Source: an optimization exercise on an open RTL-to-GDS flow (aim: small area, a short achievable clock period and few clock cycles). Production flows keep margins and buffers that such runs may drop. The RTL of this run was laid out without a check of its function.

## design/flow/config.mk

```make
export PLATFORM = sky130hd
export DESIGN_NAME = fzac_coder
export DESIGN_NICKNAME = fzac_coder
export VERILOG_FILES = /design/flow/design.v
export SDC_FILE = /design/flow/constraint.sdc
export NUM_CORES = 4
export LEC_CHECK = 0
export CAP_MARGIN = 20
export CORE_MARGIN = 2
export CORE_UTILIZATION = 40
export SLEW_MARGIN = 20
```

## design/flow/constraint.sdc

```tcl
create_clock -name core_clock -period 13.0 [get_ports {clk}]
set_input_delay 2.6000 -clock core_clock [delete_from_list [all_inputs] [get_ports {clk}]]
set_output_delay 2.6000 -clock core_clock [all_outputs]
set_load 0.01 [all_outputs]
```

## design/flow/design.v

```verilog
module fzac_coder (
    input  wire        clk,
    input  wire        rst,
    input  wire        cmd_valid,
    output wire        cmd_ready,
    input  wire [7:0]  cmd_op,
    input  wire [31:0] cmd_a0,
    input  wire [31:0] cmd_a1,
    input  wire [31:0] cmd_a2,
    output reg         rsp_valid,
    output reg  [2:0]  rsp_err,
    output reg  [31:0] rsp_res,
    output wire        out_valid,
    input  wire        out_ready,
    output wire [7:0]  out_data,
    input  wire        in_valid,
    output wire        in_ready,
    input  wire [7:0]  in_data,
    input  wire        in_end
);
    localparam [7:0] OP_NOP          = 8'h00;
    localparam [7:0] OP_SOFT_RESET   = 8'h01;
    localparam [7:0] OP_ENC_START    = 8'h10;
    localparam [7:0] OP_ENC_INTERVAL = 8'h11;
    localparam [7:0] OP_ENC_CLOSE    = 8'h12;
    localparam [7:0] OP_DEC_START    = 8'h20;
    localparam [7:0] OP_DEC_COUNT    = 8'h21;
    localparam [7:0] OP_DEC_REMOVE   = 8'h22;
    localparam [2:0] E_OK       = 3'd0;
    localparam [2:0] E_ILLEGAL  = 3'd1;
    localparam [2:0] E_PROTOCOL = 3'd2;
    localparam [2:0] E_INTERVAL = 3'd3;
    localparam [2:0] E_DESYNC   = 3'd4;
    localparam [26:0] TOP_VALUE     = 27'h7FFFFFF;
    localparam [26:0] FIRST_QUARTER = 27'h2000000;
    localparam [26:0] HALF          = 27'h4000000;
    localparam [26:0] THIRD_QUARTER = 27'h6000000;
    localparam [31:0] MAX_TOTAL     = 32'h02000000;
    localparam [1:0] M_IDLE = 2'd0;
    localparam [1:0] M_ENC  = 2'd1;
    localparam [1:0] M_DEC  = 2'd2;
    localparam [4:0] S_IDLE   = 5'd0;
    localparam [4:0] S_DECODE = 5'd1;
    localparam [4:0] S_MULH   = 5'd2;
    localparam [4:0] S_DIVH   = 5'd3;
    localparam [4:0] S_MULL   = 5'd4;
    localparam [4:0] S_DIVL   = 5'd5;
    localparam [4:0] S_ERENORM = 5'd6;
    localparam [4:0] S_FOLLOW = 5'd7;
    localparam [4:0] S_DRENORM = 5'd8;
    localparam [4:0] S_PRIME  = 5'd9;
    localparam [4:0] S_CLOSE  = 5'd10;
    localparam [4:0] S_PAD    = 5'd11;
    localparam [4:0] S_DRAIN  = 5'd12;
    localparam [4:0] S_MULC   = 5'd13;
    localparam [4:0] S_DIVC   = 5'd14;
    localparam [4:0] S_RESP   = 5'd15;
    reg [4:0]  state;
    reg [1:0]  mode;
    reg        closed;
    reg        eos;
    reg [7:0]  op;
    reg [31:0] a0, a1, a2;
    reg [26:0] low, high, value;
    reg [15:0] btf;
    reg        fbit;         
    reg [6:0]  oacc;
    reg [2:0]  ocnt;
    reg [7:0]  obuf;
    reg        obuf_v;
    reg [7:0]  ibyte;
    reg [3:0]  icnt;
    reg [4:0]  vbits;
    reg [4:0]  pcnt;         
    reg [27:0] div_rem;
    reg [27:0] div_n;        
    reg [27:0] div_d;
    reg [4:0]  div_cnt;
    reg [27:0] qh;
    reg [2:0]  err;
    reg [31:0] res;
    assign cmd_ready = (state == S_IDLE);
    assign out_valid = obuf_v;
    assign out_data  = obuf;
    wire l_ok = ($signed(a0) >= 0) && ($signed(a0) < $signed(a1)) &&
                ($signed(a1) <= $signed(a2)) && ($signed(a2) <= $signed(MAX_TOTAL));
    wire t_ok = ($signed(a2) >= 1) && ($signed(a2) <= $signed(MAX_TOTAL));
    wire [27:0] range = {1'b0, high} - {1'b0, low} + 28'd1;
    reg  [27:0] mul_a;
    reg  [25:0] mul_b;
    always @(*) begin
        case (state)
            S_MULH:  begin mul_a = range; mul_b = a1[25:0]; end
            S_MULL:  begin mul_a = range; mul_b = a0[25:0]; end
            default: begin mul_a = {1'b0, value} - {1'b0, low} + 28'd1; mul_b = a2[25:0]; end
        endcase
    end
    wire [53:0] prod   = mul_a * mul_b;
    wire [53:0] prod_c = prod - 54'd1;
    wire [53:0] dividend = (state == S_MULC) ? prod_c : prod;
    wire [28:0] div_sh  = {div_rem, div_n[27]};
    wire        div_ge  = (div_sh >= {1'b0, div_d});
    wire [28:0] div_sub = div_sh - {1'b0, div_d};   
    wire [27:0] div_rem_nx = div_ge ? div_sub[27:0] : div_sh[27:0];
    wire [27:0] div_n_nx   = {div_n[26:0], div_ge};
    wire [27:0] newlow_w  = {1'b0, low} + div_n_nx;
    wire [27:0] newhigh_w = {1'b0, low} + qh - 28'd1;
    wire e1 = (high < HALF);
    wire e2 = (low >= HALF);
    wire e3 = (low >= FIRST_QUARTER) && (high < THIRD_QUARTER);
    wire put_full = (ocnt == 3'd7);
    wire can_put  = !put_full || !obuf_v || out_ready;
    wire bit_need_byte = (icnt == 4'd0);
    wire bit_virtual   = bit_need_byte && !in_valid && in_end;
    wire bit_real      = !bit_need_byte;
    wire bit_val       = ibyte[icnt[2:0] - 3'd1];
    wire read_state    = (state == S_PRIME && pcnt != 5'd0) ||
                         (state == S_DRENORM && (e1 || e2 || e3));
    assign in_ready    = read_state && bit_need_byte;
    task put_bit(input b);
        begin
            if (put_full) begin
                obuf   <= {oacc, b};
                obuf_v <= 1'b1;
                ocnt   <= 3'd0;
                oacc   <= 7'd0;
            end else begin
                oacc <= {oacc[5:0], b};
                ocnt <= ocnt + 3'd1;
            end
        end
    endtask
    always @(posedge clk) begin
        rsp_valid <= 1'b0;
        if (obuf_v && out_ready)
            obuf_v <= 1'b0;
        if (rst) begin
            state   <= S_IDLE;
            mode    <= M_IDLE;
            closed  <= 1'b0;
            eos     <= 1'b0;
            low     <= 27'd0;
            high    <= TOP_VALUE;
            value   <= 27'd0;
            btf     <= 16'd0;
            fbit    <= 1'b0;
            oacc    <= 7'd0;
            ocnt    <= 3'd0;
            obuf    <= 8'd0;
            obuf_v  <= 1'b0;
            ibyte   <= 8'd0;
            icnt    <= 4'd0;
            vbits   <= 5'd27;
            pcnt    <= 5'd0;
            rsp_err <= 3'd0;
            rsp_res <= 32'd0;
            err     <= 3'd0;
            res     <= 32'd0;
            op      <= 8'd0;
            a0      <= 32'd0;
            a1      <= 32'd0;
            a2      <= 32'd0;
            div_rem <= 28'd0;
            div_n   <= 28'd0;
            div_d   <= 28'd0;
            div_cnt <= 5'd0;
            qh      <= 28'd0;
        end else begin
            case (state)
                S_IDLE: begin
                    if (cmd_valid) begin
                        op    <= cmd_op;
                        a0    <= cmd_a0;
                        a1    <= cmd_a1;
                        a2    <= cmd_a2;
                        err   <= E_OK;
                        res   <= 32'd0;
                        state <= S_DECODE;
                    end
                end
                S_DECODE: begin
                    case (op)
                        OP_NOP: state <= S_RESP;
                        OP_SOFT_RESET: state <= S_DRAIN;
                        OP_ENC_START: begin
                            if (mode != M_IDLE) begin
                                err <= E_PROTOCOL;
                            end else begin
                                mode   <= M_ENC;
                                closed <= 1'b0;
                                low    <= 27'd0;
                                high   <= TOP_VALUE;
                                btf    <= 16'd0;
                                oacc   <= 7'd0;
                                ocnt   <= 3'd0;
                            end
                            state <= S_RESP;
                        end
                        OP_DEC_START: begin
                            if (mode != M_IDLE) begin
                                err   <= E_PROTOCOL;
                                state <= S_RESP;
                            end else begin
                                mode  <= M_DEC;
                                low   <= 27'd0;
                                high  <= TOP_VALUE;
                                value <= 27'd0;
                                vbits <= 5'd27;
                                eos   <= 1'b0;
                                icnt  <= 4'd0;
                                pcnt  <= 5'd27;
                                state <= S_PRIME;
                            end
                        end
                        OP_ENC_INTERVAL: begin
                            if (mode != M_ENC || closed) begin
                                err <= E_PROTOCOL; state <= S_RESP;
                            end else if (!l_ok) begin
                                err <= E_INTERVAL; state <= S_RESP;
                            end else begin
                                state <= S_MULH;
                            end
                        end
                        OP_ENC_CLOSE: begin
                            if (mode != M_ENC || closed) begin
                                err <= E_PROTOCOL; state <= S_RESP;
                            end else begin
                                btf   <= btf + 16'd1;
                                state <= S_CLOSE;
                            end
                        end
                        OP_DEC_COUNT: begin
                            if (mode != M_DEC || eos) begin
                                err <= E_PROTOCOL; state <= S_RESP;
                            end else if (!t_ok) begin
                                err <= E_INTERVAL; state <= S_RESP;
                            end else begin
                                state <= S_MULC;
                            end
                        end
                        OP_DEC_REMOVE: begin
                            if (mode != M_DEC || eos) begin
                                err <= E_PROTOCOL; state <= S_RESP;
                            end else if (!l_ok) begin
                                err <= E_INTERVAL; state <= S_RESP;
                            end else begin
                                state <= S_MULH;
                            end
                        end
                        default: begin
                            err   <= E_ILLEGAL;
                            state <= S_RESP;
                        end
                    endcase
                end
                S_MULH: begin
                    div_rem <= {2'b00, dividend[53:28]};
                    div_n   <= dividend[27:0];
                    div_d   <= {2'b00, a2[25:0]};
                    div_cnt <= 5'd27;
                    state   <= S_DIVH;
                end
                S_DIVH: begin
                    div_rem <= div_rem_nx;
                    div_n   <= div_n_nx;
                    div_cnt <= div_cnt - 5'd1;
                    if (div_cnt == 5'd0) begin
                        qh    <= div_n_nx;
                        state <= S_MULL;
                    end
                end
                S_MULL: begin
                    div_rem <= {2'b00, dividend[53:28]};
                    div_n   <= dividend[27:0];
                    div_d   <= {2'b00, a2[25:0]};
                    div_cnt <= 5'd27;
                    state   <= S_DIVL;
                end
                S_DIVL: begin
                    div_rem <= div_rem_nx;
                    div_n   <= div_n_nx;
                    div_cnt <= div_cnt - 5'd1;
                    if (div_cnt == 5'd0) begin
                        if (op == OP_DEC_REMOVE) begin
                            if ({1'b0, value} < newlow_w || {1'b0, value} > newhigh_w) begin
                                err   <= E_DESYNC;
                                state <= S_RESP;
                            end else begin
                                low   <= newlow_w[26:0];
                                high  <= newhigh_w[26:0];
                                state <= S_DRENORM;
                            end
                        end else begin
                            low   <= newlow_w[26:0];
                            high  <= newhigh_w[26:0];
                            state <= S_ERENORM;
                        end
                    end
                end
                S_ERENORM: begin
                    if (e1 || e2) begin
                        if (can_put) begin
                            put_bit(e2);
                            fbit <= !e2;
                            low  <= {low[25:0], 1'b0};
                            high <= {high[25:0], 1'b1};
                            if (btf != 16'd0)
                                state <= S_FOLLOW;
                        end
                    end else if (e3) begin
                        btf  <= btf + 16'd1;
                        low  <= {low[25:0] - FIRST_QUARTER[25:0], 1'b0};
                        high <= {high[25:0] - FIRST_QUARTER[25:0], 1'b1};
                    end else begin
                        state <= S_RESP;
                    end
                end
                S_FOLLOW: begin
                    if (btf == 16'd0) begin
                        state <= (op == OP_ENC_CLOSE) ? S_PAD : S_ERENORM;
                    end else if (can_put) begin
                        put_bit(fbit);
                        btf <= btf - 16'd1;
                        if (btf == 16'd1)
                            state <= (op == OP_ENC_CLOSE) ? S_PAD : S_ERENORM;
                    end
                end
                S_CLOSE: begin
                    if (can_put) begin
                        put_bit(!(low < FIRST_QUARTER));
                        fbit  <= (low < FIRST_QUARTER);
                        state <= S_FOLLOW;
                    end
                end
                S_PAD: begin
                    if (ocnt == 3'd0) begin
                        state <= S_DRAIN;
                    end else if (!obuf_v || out_ready) begin
                        obuf   <= {oacc, 1'b0} << (3'd7 - ocnt);
                        obuf_v <= 1'b1;
                        oacc   <= 7'd0;
                        ocnt   <= 3'd0;
                        state  <= S_DRAIN;
                    end
                end
                S_DRAIN: begin
                    if (!obuf_v || out_ready) begin
                        if (op == OP_SOFT_RESET) begin
                            mode   <= M_IDLE;
                            closed <= 1'b0;
                            eos    <= 1'b0;
                            low    <= 27'd0;
                            high   <= TOP_VALUE;
                            value  <= 27'd0;
                            btf    <= 16'd0;
                            oacc   <= 7'd0;
                            ocnt   <= 3'd0;
                            icnt   <= 4'd0;
                            vbits  <= 5'd27;
                        end else begin
                            closed <= 1'b1;
                        end
                        state <= S_RESP;
                    end
                end
                S_PRIME: begin
                    if (pcnt == 5'd0) begin
                        state <= S_RESP;
                    end else if (bit_real) begin
                        value <= {value[25:0], bit_val};
                        icnt  <= icnt - 4'd1;
                        pcnt  <= pcnt - 5'd1;
                    end else if (in_valid) begin
                        ibyte <= in_data;
                        icnt  <= 4'd8;
                    end else if (in_end) begin
                        value <= {value[25:0], 1'b0};
                        pcnt  <= pcnt - 5'd1;
                        if (vbits != 5'd0) begin
                            vbits <= vbits - 5'd1;
                            if (vbits == 5'd1) eos <= 1'b1;
                        end
                    end
                end
                S_DRENORM: begin
                    if (!e1 && !e2 && !e3) begin
                        state <= S_RESP;
                    end else if (bit_real || bit_virtual) begin
                        if (e1) begin
                            low   <= {low[25:0], 1'b0};
                            high  <= {high[25:0], 1'b1};
                            value <= {value[25:0], bit_real ? bit_val : 1'b0};
                        end else if (e2) begin
                            low   <= {low[25:0], 1'b0};
                            high  <= {high[25:0], 1'b1};
                            value <= {value[25:0], bit_real ? bit_val : 1'b0};
                        end else begin
                            low   <= {low[25:0] - FIRST_QUARTER[25:0], 1'b0};
                            high  <= {high[25:0] - FIRST_QUARTER[25:0], 1'b1};
                            value <= {value[25:0] - FIRST_QUARTER[25:0], bit_real ? bit_val : 1'b0};
                        end
                        if (bit_real) begin
                            icnt <= icnt - 4'd1;
                        end else if (vbits != 5'd0) begin
                            vbits <= vbits - 5'd1;
                            if (vbits == 5'd1) eos <= 1'b1;
                        end
                    end else if (in_valid) begin
                        ibyte <= in_data;
                        icnt  <= 4'd8;
                    end
                end
                S_MULC: begin
                    div_rem <= {2'b00, dividend[53:28]};
                    div_n   <= dividend[27:0];
                    div_d   <= range;
                    div_cnt <= 5'd27;
                    state   <= S_DIVC;
                end
                S_DIVC: begin
                    div_rem <= div_rem_nx;
                    div_n   <= div_n_nx;
                    div_cnt <= div_cnt - 5'd1;
                    if (div_cnt == 5'd0) begin
                        res   <= {4'd0, div_n_nx};
                        state <= S_RESP;
                    end
                end
                S_RESP: begin
                    rsp_valid <= 1'b1;
                    rsp_err   <= err;
                    rsp_res   <= (err == E_OK) ? res : 32'd0;
                    state     <= S_IDLE;
                end
                default: state <= S_IDLE;
            endcase
        end
    end
endmodule
```

## design/flow/run.sh

```bash
#!/bin/bash
# synth_recipe.tcl (not shown) runs the flow's synth.tcl, then flattens the netlist and writes it again
# the make line also repeats each setting of config.mk as NAME=value (left out here)
make -C /OpenROAD-flow-scripts/flow DESIGN_CONFIG=/design/flow/config.mk WORK_HOME=/design/flow/orfs CLKGATE_MAP_FILE= SYNTH_SCRIPT=/design/flow/synth_recipe.tcl finish
```

==> run notes <==
==> layer usage <==
layer	wire [microns]	GRT usage
met4	10200	0.129
met2	92800	0.470
met5	54	0
met3	14200	0.0412
met1	82400	0.367
==> cells in the final DEF (no fill, tap or decap), types with 116 or more instances in the layout <==
| cell | count |
|---|---|
| o21ai_0 | 161 |
| a211oi_1 | 125 |
| nand3_1 | 116 |
| a21o_1 | 144 |
| nor2_1 | 836 |
| a21oi_1 | 493 |
| fa_1 | 627 |
| ha_1 | 542 |
| xnor2_1 | 134 |
| clkdlybuf4s50_1 | 159 |
| dfxtp_1 | 431 |
| buf_4 | 122 |
| inv_1 | 961 |
| nand2_1 | 881 |
==> per-stage QoR <==
stage / instance area [sq um] / hold slack (ps) / cells / worst slack [ps]
after floorplan: 54700 / 436 / 6911 / 1940
after global placement: 58300 / 442 / 8632 / 780
after detailed placement: 58300 / 447 / 8632 / 747
after CTS: 60100 / 456 / 8730 / 708
after global routing: 60100 / 475 / 8734 / 26.8
final: 60100 / 453 / 8734 / 756
==> sequential cells by signal, indices dropped and copies added (netlist names), 16 cells and up <==
name / count
div_d: 28
qh: 28
a1: 32
value: 27
high: 27
res: 28
a0: 32
div_rem: 28
rsp_res: 28
div_n: 28
a2: 32
low: 27
btf: 16
==> cells by family (layout without fill, tap and decap cells) <==
| family | Yosys count | after routing |
|---|---|---|
| buffers and inverters | 1304 | 1342 |
| multiplexers | 78 | 78 |
| AO/OA/AOI/OAI | 1384 | 1384 |
| flip-flops | 431 | 431 |
| other | 1 | 8 |
| XOR/XNOR | 213 | 213 |
| AND/OR/NAND/NOR | 2328 | 2328 |
| adder cells (fa/ha/maj) | 1169 | 1169 |
==> final cells by class <==
| type | instances | area share |
|---|---|---|
| Antenna cell | 4 | 0.000166 |
| Clock buffer | 68 | 0.0240 |
| Clock inverter | 30 | 0.00691 |
| Inverter | 961 | 0.0600 |
| Multi-Input combinational cell | 5176 | 0.686 |
| Sequential cell | 431 | 0.143 |
| Tap cell | 1781 | 0.0370 |
| Timing Repair Buffer | 283 | 0.0423 |
==> worst paths after layout <==
| kind | startpoint | to | slack [ps] | cells after the start |
|---|---|---|---|---|
| worst max-delay path | low[0] | div_rem[22] | 760 | 39 |
| worst min register to register | qh[14] | qh[14] | 450 | 2 |
| worst min-delay path | qh[14] | qh[14] | 450 | 2 |
| worst max register to register | low[0] | div_rem[22] | 760 | 39 |
==> synth_stat cells, types with 29 or more instances <==
cell,instances,area (sq um)
inv_1,961,3610
nand2_1,887,3330
nor2_1,840,3150
fa_1,627,12600
ha_1,542,6780
a21oi_1,496,2480
dfxtp_1,431,8630
clkbuf_1,322,1210
o21ai_0,163,816
a21o_1,144,1080
xnor2_1,134,1170
a211oi_1,126,946
nand3_1,117,586
a22oi_1,112,841
nor3_1,97,485
xor2_1,79,692
nand2b_1,70,438
mux2i_1,61,611
nand4_1,45,282
and2_1,42,263
and3_1,41,257
nor2b_1,36,225
nor4_1,36,225
o21a_1,34,255
a31oi_1,30,188
o21bai_1,30,225
o211ai_1,29,218
or2_2,29,181
==> worst max-delay path: cells and delay by family (launching register included) <==
| kind | cells | cell delay, ps |
|---|---|---|
| adders and majority gates | 11 | 4950 |
| muxes | 1 | 540 |
| and+or+nand+nor | 7 | 2480 |
| buffers and inverters | 4 | 290 |
| DFF | 1 | 400 |
| AOI/OAI and AO/OA | 13 | 2820 |
| xor gates and xnor gates | 3 | 630 |
==> run notes <==
- Layout area overhead: 10.0%
- Initial Util: 0.404
- Peak Freq: 81.7 MHz
- Largest net degree at the start of global routing: 108
- Die area: 140000 sq um
- Synth unique cells: 97
- CTS tree: built
- FF+latch count, synth: 431
- Die X: 374 microns
- Cells after Synth: 6908
- Max_cap viols: 0
- Maximum level of the CTS H-tree: 2
- Most used cell, CP: fa_1
- # rows: 135
- Die height: 374 microns
- CTS sink count: 431
- Core ar.: 135000 sq um
- Max-slew violations: 0
- Routed Antenna Nets: 0
- Fin Setup TNS: 0 ps
- CP max stage cell: a2111oi_0
- Sequential area share after synthesis: 0.158
- Synthesized area per cell: 7.91 sq um
- Fin crit share: 0.942
- CTS Root Buffer Type: clkbuf_16
- Initial antenna violation count: 16
- Setup Buffers After CTS: 0
- Number of vias per cell: 5.68
- Routed vias: 49573
- GR Util All Layers: 0.284
- Compound-Gate Fraction of Synth Area: 0.163
- Nets: 8192
- Largest family of logic cells by synthesized area: adder cells
- Area occupied by multi-input gates: 41300 sq um
- Setup CP Type: reg -> reg
- Drt wl/cell: 22.9 microns
- Final WL: 200 mm
- Type of the most critical hold path: reg -> reg
- Clk buf depth: 3
- Synth Area in Adders: 0.354
- Endpoints failing setup: 0
- CTS buffer count: 52
- First-pass GRT wire length: 305 mm
- Relative slew margins: 0.231
- Num ports: 165
- Worst Skew: 32.4 ps
- First-pass iteration count of the detailed router: 6
- CTS resizes: 0
- Dpl hpwl: 160 mm
- Worst-path fanout max: 12
- CTS Hold Bufs: 0
- Sequential Area: 8630 sq um
- Slowest stage delay, CP: 680 ps
- Synth Area in Simple Gates: 0.186
- Synth Warn #: 1
- Fill cells: 13625
- DRC errors left: 0
- XOR/XNOR Fraction of Synth Area: 0.0341
- Mapped Area: 54700 sq um
- Critical Path Source Type: register
- Final Util: 0.444
- Clock transition at the registers of the reported paths: 60 ps
- DR iter-0 viols: 4192
- Crit path required time: 13530 ps
- Mux contribution to synthesized area: 0.0153
- Min Tclk post-route: 12240 ps
- Critical Path Sink Type: register
- EDFF count, synth: 0
- Post-synth top flop: dfxtp_1
- Later-pin clock latency in the skew report: 680 ps
- Arrival @ worst endpoint: 12780 ps
- IO buf count: 160
- Fin. Hold Viols: 0
- Asr flop ratio synth: 0
- RSZ-0062 raised after global routing: false
- Gpl congestion: 0.964
- Slew @ Worst Pin: 1150 ps
- Outcome: no timing/DRC/antenna violations
- Share of layout cells above drive strength 1: 0.0466
- Final global-route overflow total: 0
- Vias in the first global route: 49449

afterwards: timing with drivers on the ports:
Ports are ideal in the flow. The routed layout listed here was re-timed in OpenROAD.
Step 1 assumes that a clkbuf_16 drives the clock port and a buf_2 every other input.
Step 2 moves the port delays by t, midway between the first and last clock arrival at a register: inputs arrive t later, outputs are due t later. That takes back most of the time a late clock gives input paths.
Slacks: ideal / step 1 / step 2; pairs: ideal / step 1.
t (ns): 0.740
setup WS [ns]: 0.756 / 0.756 / 0.756
cell pins on the clock port's net: 1
After both steps this run still meets setup and hold. The setup slack of this run moves by 0.000 ns with the drivers and by 0.000 ns with both steps.
